From an optimization exercise on the open Yosys and OpenROAD flow, aimed at small area, a short achievable clock period and few clock cycles; shortcuts taken in it are not production practice. RTL that was checked went through simulation tests only; none was proved equivalent to the original. No activity file was given, so power comes from the tool's default toggle rates.

== JK ==
==> flow/design.v <==
module fgc_segmenter (
    input  wire        clk,
    input  wire        rst,           
    input  wire        start,
    input  wire [31:0] fw_len,
    input  wire [31:0] cursor_in,
    input  wire [31:0] req_in,
    input  wire [31:0] rewind_in,
    input  wire [31:0] maxpkt,
    input  wire [7:0]  version,
    input  wire        use_chk,
    output wire        busy,
    output wire        fw_rd,
    output wire [23:0] fw_addr,
    input  wire [7:0]  fw_rdata,
    output wire        out_valid,
    output wire [7:0]  out_data,
    input  wire        out_ready,
    output reg         done,
    output wire [1:0]  result,
    output wire [3:0]  errcode,
    output wire [31:0] res_cursor,
    output wire [31:0] res_frames,
    output wire [31:0] out_len
);
    localparam [3:0] P_IDLE = 4'd0,
                     P_S1   = 4'd1,    
                     P_S1B  = 4'd2,    
                     P_S2   = 4'd3,    
                     P_S3   = 4'd4,    
                     P_S3B  = 4'd5,    
                     P_S4   = 4'd6,    
                     P_S5   = 4'd7,    
                     P_S5B  = 4'd13,   
                     P_F    = 4'd8,    
                     P_H    = 4'd9,    
                     P_D    = 4'd10,   
                     P_C    = 4'd11,   
                     P_E    = 4'd12;   
    reg [3:0]  pst;
    reg        busy_r;
    reg [7:0]  ver;
    reg        chk;
    reg [23:0] cur;           
    reg        cneg, cbig;
    reg [23:0] left;          
    reg        qneg, qbig;
    reg [15:0] eff;           
    reg        mbig;
    reg [23:0] frames;        
    reg        rwok;
    reg [27:0] olen;          
    reg        lbig;
    reg [15:0] kc;            
    reg        kz;            
    reg [3:0]  hidx;
    reg        ext, last, ends;
    reg [7:0]  csum;
    reg        p2v;           
    reg [7:0]  o_d, s_d;
    reg        o_v, s_v;
    reg        rd_r;
    reg        r_err;
    reg [2:0]  r_code;
    assign busy       = busy_r;
    assign out_valid  = o_v;
    assign out_data   = o_d;
    assign fw_rd      = rd_r;
    assign fw_addr    = cur;
    assign result     = {r_err, 1'b0};
    assign errcode    = {1'b0, r_code};
    assign res_cursor = {8'd0, cur};
    assign res_frames = {8'd0, frames};
    assign out_len    = {4'd0, olen};
    wire [23:0] L      = olen[23:0];
    wire        v_lt4  = (ver < 8'd4);
    wire [15:0] eff1   = v_lt4 ? ((mbig || eff > 16'd250) ? 16'd250 : eff)
                               : (mbig ? 16'hFFFF : eff);
    wire        e_len  = lbig;
    wire        e_ver  = (ver < 8'd3);
    wire        e_max  = !mbig && (eff == 16'd0);
    reg         a_olen, a_fr, b_left, inv, cin, yflag;
    wire [23:0] a_w    = a_olen ? olen[23:0] : (a_fr ? frames : 24'd0);
    wire [23:0] b_w    = b_left ? (qneg ? 24'd0 : left) : cur;
    wire [24:0] y      = {1'b0, a_w} + ({1'b0, b_w} ^ {25{inv}}) + {24'd0, cin};
    wire        e_long = !v_lt4 && (eff > 16'd65531) &&
                         ((left[23:16] != 8'd0) || (left[15:0] > 16'd65531));
    wire        consume = p2v && !s_v;
    reg [7:0] hb;
    always @(*) begin
        case (hidx)
            4'd0:    hb = 8'hFF;
            4'd1:    hb = ver;
            4'd2:    hb = {6'd0, ext, chk};
            4'd3:    hb = kc[15:8];
            4'd4:    hb = kc[7:0];
            4'd5:    hb = 8'h00;
            4'd6:    hb = 8'h1D;
            4'd7:    hb = 8'h0C;
            4'd8:    hb = 8'h02;
            4'd9:    hb = 8'h04;
            4'd10:   hb = kc[15:8];
            4'd11:   hb = kc[7:0];
            default: hb = {7'd0, ends && last};
        endcase
    end
    wire [7:0] pb = (pst == P_H) ? hb : (pst == P_D) ? fw_rdata : csum;
    wire rd_phase = ((pst == P_H) && (hidx == 4'd12)) || (pst == P_D);
    wire rd       = consume && rd_phase && !kz;
    wire fend     = consume && ((rd_phase && kz && !chk) || (pst == P_C));
    wire to_c     = consume && rd_phase && kz && chk;
    reg         le;       
    wire [23:0] left_dec = left - 24'd1;
    wire [15:0] k      = le ? left[15:0] : eff;
    wire [15:0] k4     = {k[15:2] + 14'd1, k[1:0]};
    wire        ext_w  = !v_lt4 && (le ? (left[15:0] >= 16'd252) : (eff >= 16'd252));
    wire        fstart = (pst == P_F && !e_long) || (fend && !last);
    wire kdec  = rd || (consume && (pst == P_H) &&
                        (hidx == 4'd4 || hidx == 4'd5 || hidx == 4'd6 || hidx == 4'd11));
    wire ofree = !o_v || out_ready;
    wire accept = start && !busy_r;
    reg [3:0]  pst_n;
    reg        busy_n, done_n, p2v_n, kz_n, s_v_n, o_v_n;
    reg [15:0] kc_n;
    reg [3:0]  hidx_n;
    reg [23:0] cur_n, left_n, frames_n;
    reg [27:0] olen_n;
    reg [15:0] eff_n;
    reg [7:0]  csum_n, o_d_n, s_d_n;
    reg        ext_n, last_n, ends_n, rwok_n, r_err_n;
    reg [2:0]  r_code_n;
    always @(*) begin
        pst_n    = pst;
        busy_n   = busy_r;
        done_n   = 1'b0;
        p2v_n    = p2v;
        kc_n     = kc - {15'd0, kdec};
        kz_n     = kz;
        hidx_n   = hidx;
        cur_n    = cur;
        left_n   = left;
        frames_n = frames + {23'd0, fstart};
        olen_n   = olen;
        eff_n    = eff;
        csum_n   = csum;
        ext_n    = ext;
        last_n   = last;
        ends_n   = ends;
        rwok_n   = rwok;
        r_err_n  = r_err;
        r_code_n = r_code;
        o_d_n    = o_d;
        s_d_n    = s_d;
        o_v_n    = o_v;
        s_v_n    = s_v;
        if (s_v) begin
            if (ofree) begin o_d_n = s_d; o_v_n = 1'b1; s_v_n = 1'b0; end
        end else if (consume) begin
            if (ofree) begin o_d_n = pb; o_v_n = 1'b1; end
            else       begin s_d_n = pb; s_v_n = 1'b1; end
        end else if (ofree) begin
            o_v_n = 1'b0;
        end
        if (consume) begin
            olen_n = olen + 28'd1;
            csum_n = csum ^ pb;
            if (pst == P_H) begin
                if (hidx == 4'd2 && !ext) hidx_n = 4'd4;
                else if (hidx != 4'd12)   hidx_n = hidx + 4'd1;
                if (hidx == 4'd4 || hidx == 4'd5 || hidx == 4'd6 || hidx == 4'd11)
                    kz_n = (kc == 16'd1);
            end
        end
        if (rd) begin
            cur_n  = y[23:0];
            left_n = left_dec;
            kz_n   = (kc == 16'd1);
            pst_n  = P_D;
        end
        if (to_c) pst_n = P_C;
        if (fend && last) begin
            pst_n = P_E;
            p2v_n = 1'b0;
        end
        if (fstart) begin
            kc_n     = k4;
            kz_n     = 1'b0;
            ext_n    = ext_w;
            last_n   = le;
            csum_n   = 8'd0;
            hidx_n   = 4'd0;
            p2v_n    = 1'b1;
            pst_n    = P_H;
        end
        if (pst == P_E && !s_v && ofree) begin
            done_n   = 1'b1;
            r_err_n  = 1'b0;
            r_code_n = 3'd0;
            busy_n   = 1'b0;
            pst_n    = P_IDLE;
        end
        case (pst)
            P_S1: begin                       
                eff_n = eff1;
                if (e_len || e_ver || e_max) begin
                    done_n   = 1'b1;
                    r_err_n  = 1'b1;
                    r_code_n = e_len ? 3'd3 : e_ver ? 3'd4 : 3'd7;
                    olen_n   = 28'd0;
                    busy_n   = 1'b0;
                    pst_n    = P_IDLE;
                end else begin
                    pst_n = P_S1B;
                end
            end
            P_S1B: begin                      
                if (cneg)                cur_n = 24'd0;
                else if (cbig || yflag)  cur_n = L;
                pst_n = P_S2;
            end
            P_S2: begin                       
                cur_n    = y[23:0];
                frames_n = cur;               
                rwok_n   = rwok && !y[24];
                pst_n    = P_S3;
            end
            P_S3: pst_n = P_S3B;              
            P_S3B: begin                      
                if (!rwok || yflag) cur_n = frames;
                pst_n = P_S4;
            end
            P_S4: begin                       
                olen_n = {4'd0, y[23:0]};     
                pst_n  = P_S5;
            end
            P_S5: pst_n = P_S5B;              
            P_S5B: begin                      
                ends_n   = (qbig && !qneg) || yflag;
                left_n   = ((qbig && !qneg) || yflag) ? L : (qneg ? 24'd0 : left);
                olen_n   = 28'd0;
                frames_n = 24'd0;
                pst_n    = P_F;
            end
            P_F: if (e_long) begin
                done_n   = 1'b1;
                r_err_n  = 1'b1;
                r_code_n = 3'd5;
                busy_n   = 1'b0;
                pst_n    = P_IDLE;
            end
            default: ;
        endcase
        if (accept) begin
            busy_n = 1'b1;
            pst_n  = P_S1;
        end
        if (rst) begin
            pst_n  = P_IDLE;
            busy_n = 1'b0;
            done_n = 1'b0;
            p2v_n  = 1'b0;
            o_v_n  = 1'b0;
            s_v_n  = 1'b0;
        end
    end
    wire rd_n = p2v_n && !s_v_n && !kz_n &&
                (((pst_n == P_H) && (hidx_n == 4'd12)) || (pst_n == P_D));
    always @(posedge clk) begin
        pst    <= pst_n;
        busy_r <= busy_n;
        done   <= done_n;
        p2v    <= p2v_n;
        kc     <= kc_n;
        kz     <= kz_n;
        hidx   <= hidx_n;
        cur    <= cur_n;
        left   <= left_n;
        frames <= frames_n;
        olen   <= olen_n;
        eff    <= eff_n;
        csum   <= csum_n;
        ext    <= ext_n;
        last   <= last_n;
        ends   <= ends_n;
        rwok   <= rwok_n;
        r_err  <= r_err_n;
        r_code <= r_code_n;
        o_d    <= o_d_n;
        s_d    <= s_d_n;
        o_v    <= o_v_n;
        s_v    <= s_v_n;
        rd_r   <= rd_n && !rst;
        le     <= (left_n[23:16] == 8'd0) && (left_n[15:0] <= eff_n);
        yflag  <= y[24];
        a_olen <= (pst == P_IDLE) || (pst == P_S2) || (pst == P_S3B) || (pst == P_S4);
        inv    <= (pst == P_IDLE) || (pst == P_S2) || (pst == P_S3B) || (pst == P_S4);
        a_fr   <= (pst == P_S1B);
        b_left <= (pst == P_S4);
        cin    <= !((pst == P_S1B) || (pst == P_S2) || (pst == P_S4));
        if (!busy_r) begin
            ver    <= version;
            chk    <= use_chk;
            lbig   <= (fw_len[31:24] != 8'd0);
            cneg   <= cursor_in[31];
            cbig   <= (cursor_in[30:24] != 7'd0);
            rwok   <= !rewind_in[31] && (rewind_in[30:24] == 7'd0);
            left   <= req_in[23:0];
            qneg   <= req_in[31];
            qbig   <= (req_in[30:24] != 7'd0);
            eff    <= maxpkt[15:0];
            mbig   <= (maxpkt[31:16] != 16'd0);
        end
        if (accept) begin
            olen   <= {4'd0, fw_len[23:0]};
            cur    <= cursor_in[23:0];
            frames <= rewind_in[23:0];
        end
    end
endmodule
Settings: LEC_CHECK=0, CAP_MARGIN=20, CORE_MARGIN=2, CORE_UTILIZATION=40, SLEW_MARGIN=20; clock period 12.0 ns.
standard.sh (not shown) runs the stock make flow with config.mk's settings and CLKGATE_MAP_FILE= SYNTH_SCRIPT=/design/flow/synth_recipe.tcl, a recipe that flattens the netlist after the stock synthesis.
==> flow/flow/run.sh <==
#!/bin/bash
# Standard ORFS layout (the standard.sh, standard synthesis unchanged),
# with repair_timing asked for extra setup slack so it optimises the
# achieved period, not just the 12 ns constraint, and ports buffered with
# plain buffers. The SDC is unchanged.
set -euo pipefail
export SETUP_SLACK_MARGIN=8.3
export BUFFER_PORTS_ARGS="-buffer_cell sky130_fd_sc_hd__buf_1"
bash standard.sh synth > synth.log 2>&1
bash standard.sh > layout.log 2>&1
Testbench counts of JK, summed over its fixed seeds: cycles 220,699.
The inputs of MS differ from those of JK as listed below.
--- a/flow/design.v
+++ b/flow/design.v
@@ -113,12 +113,10 @@
     wire [23:0] left_dec = left - 24'd1;
     wire [15:0] k      = le ? left[15:0] : eff;
     wire [15:0] k4     = {k[15:2] + 14'd1, k[1:0]};
     wire        ext_w  = !v_lt4 && (le ? (left[15:0] >= 16'd252) : (eff >= 16'd252));
     wire        fstart = (pst == P_F && !e_long) || (fend && !last);
-    wire kdec  = rd || (consume && (pst == P_H) &&
-                        (hidx == 4'd4 || hidx == 4'd5 || hidx == 4'd6 || hidx == 4'd11));
     wire ofree = !o_v || out_ready;
     wire accept = start && !busy_r;
     reg [3:0]  pst_n;
     reg        busy_n, done_n, p2v_n, kz_n, s_v_n, o_v_n;
     reg [15:0] kc_n;
@@ -132,16 +130,16 @@
     always @(*) begin
         pst_n    = pst;
         busy_n   = busy_r;
         done_n   = 1'b0;
         p2v_n    = p2v;
-        kc_n     = kc - {15'd0, kdec};
+        kc_n     = kc;
         kz_n     = kz;
         hidx_n   = hidx;
         cur_n    = cur;
         left_n   = left;
-        frames_n = frames + {23'd0, fstart};
+        frames_n = frames;
         olen_n   = olen;
         eff_n    = eff;
         csum_n   = csum;
         ext_n    = ext;
         last_n   = last;
@@ -165,17 +163,20 @@
             olen_n = olen + 28'd1;
             csum_n = csum ^ pb;
             if (pst == P_H) begin
                 if (hidx == 4'd2 && !ext) hidx_n = 4'd4;
                 else if (hidx != 4'd12)   hidx_n = hidx + 4'd1;
-                if (hidx == 4'd4 || hidx == 4'd5 || hidx == 4'd6 || hidx == 4'd11)
+                if (hidx == 4'd4 || hidx == 4'd5 || hidx == 4'd6 || hidx == 4'd11) begin
+                    kc_n = kc - 16'd1;
                     kz_n = (kc == 16'd1);
+                end
             end
         end
         if (rd) begin
             cur_n  = y[23:0];
             left_n = left_dec;
+            kc_n   = kc - 16'd1;
             kz_n   = (kc == 16'd1);
             pst_n  = P_D;
         end
         if (to_c) pst_n = P_C;
         if (fend && last) begin
@@ -185,10 +186,11 @@
         if (fstart) begin
             kc_n     = k4;
             kz_n     = 1'b0;
             ext_n    = ext_w;
             last_n   = le;
+            frames_n = frames + 24'd1;
             csum_n   = 8'd0;
             hidx_n   = 4'd0;
             p2v_n    = 1'b1;
             pst_n    = P_H;
         end
[summary]
Having completed the whole flow, MS delivered a layout that passed the timing, design-rule and antenna checks.
Between JK and MS, the cell count went up.
Going from JK to MS, highest clock rate has increased; clock network contribution to total cell area decreased 0.29 points; post-CTS clock slew at the launch and capture registers of the worst setup and hold paths comparable; starting DRC count in detailed routing went up 68; part of the total power dissipated in combinational logic now larger.
JK reports its library cell contributing the largest single delay on the critical path as o221a_2 while MS reports dfxtp_1.
On MS: standard cell core area is 1300 um^2 higher than what JK gave.
MS improves on JK in cell-internal power.
Any difference in non-clock buffering overhead in the final layout between JK and MS is small enough to ignore.
JK has lower synthesized cell count than MS.
No functional check of the RTL was part of MS.

[afterwards: timing with drivers on the ports]
The flow's constraints put no driver on any port. The routed layouts listed below were extracted and timed again, unchanged, in two steps. Step 1, drivers: a clkbuf_16 drives clk and a buf_2 each remaining input, both assumed. Step 2 also shifts input and output timing later by t, the mid clock arrival at the registers, as if the neighbouring blocks saw the same clock. Three values: ideal ports, drivers, drivers and shift; two values: the first two.
run	t (ns)	setup slack, ns	worst hold slack (ns)
JK	0.520	8.303 / 8.253 / 7.799	0.479 / 0.479 / 0.479
MS	0.516	8.330 / 8.272 / 8.047	0.461 / 0.461 / 0.461
After both steps every run listed still meets setup and hold. For JK, which loses most, drivers alone change the setup slack by -0.050 ns; drivers and shift together by -0.504 ns.
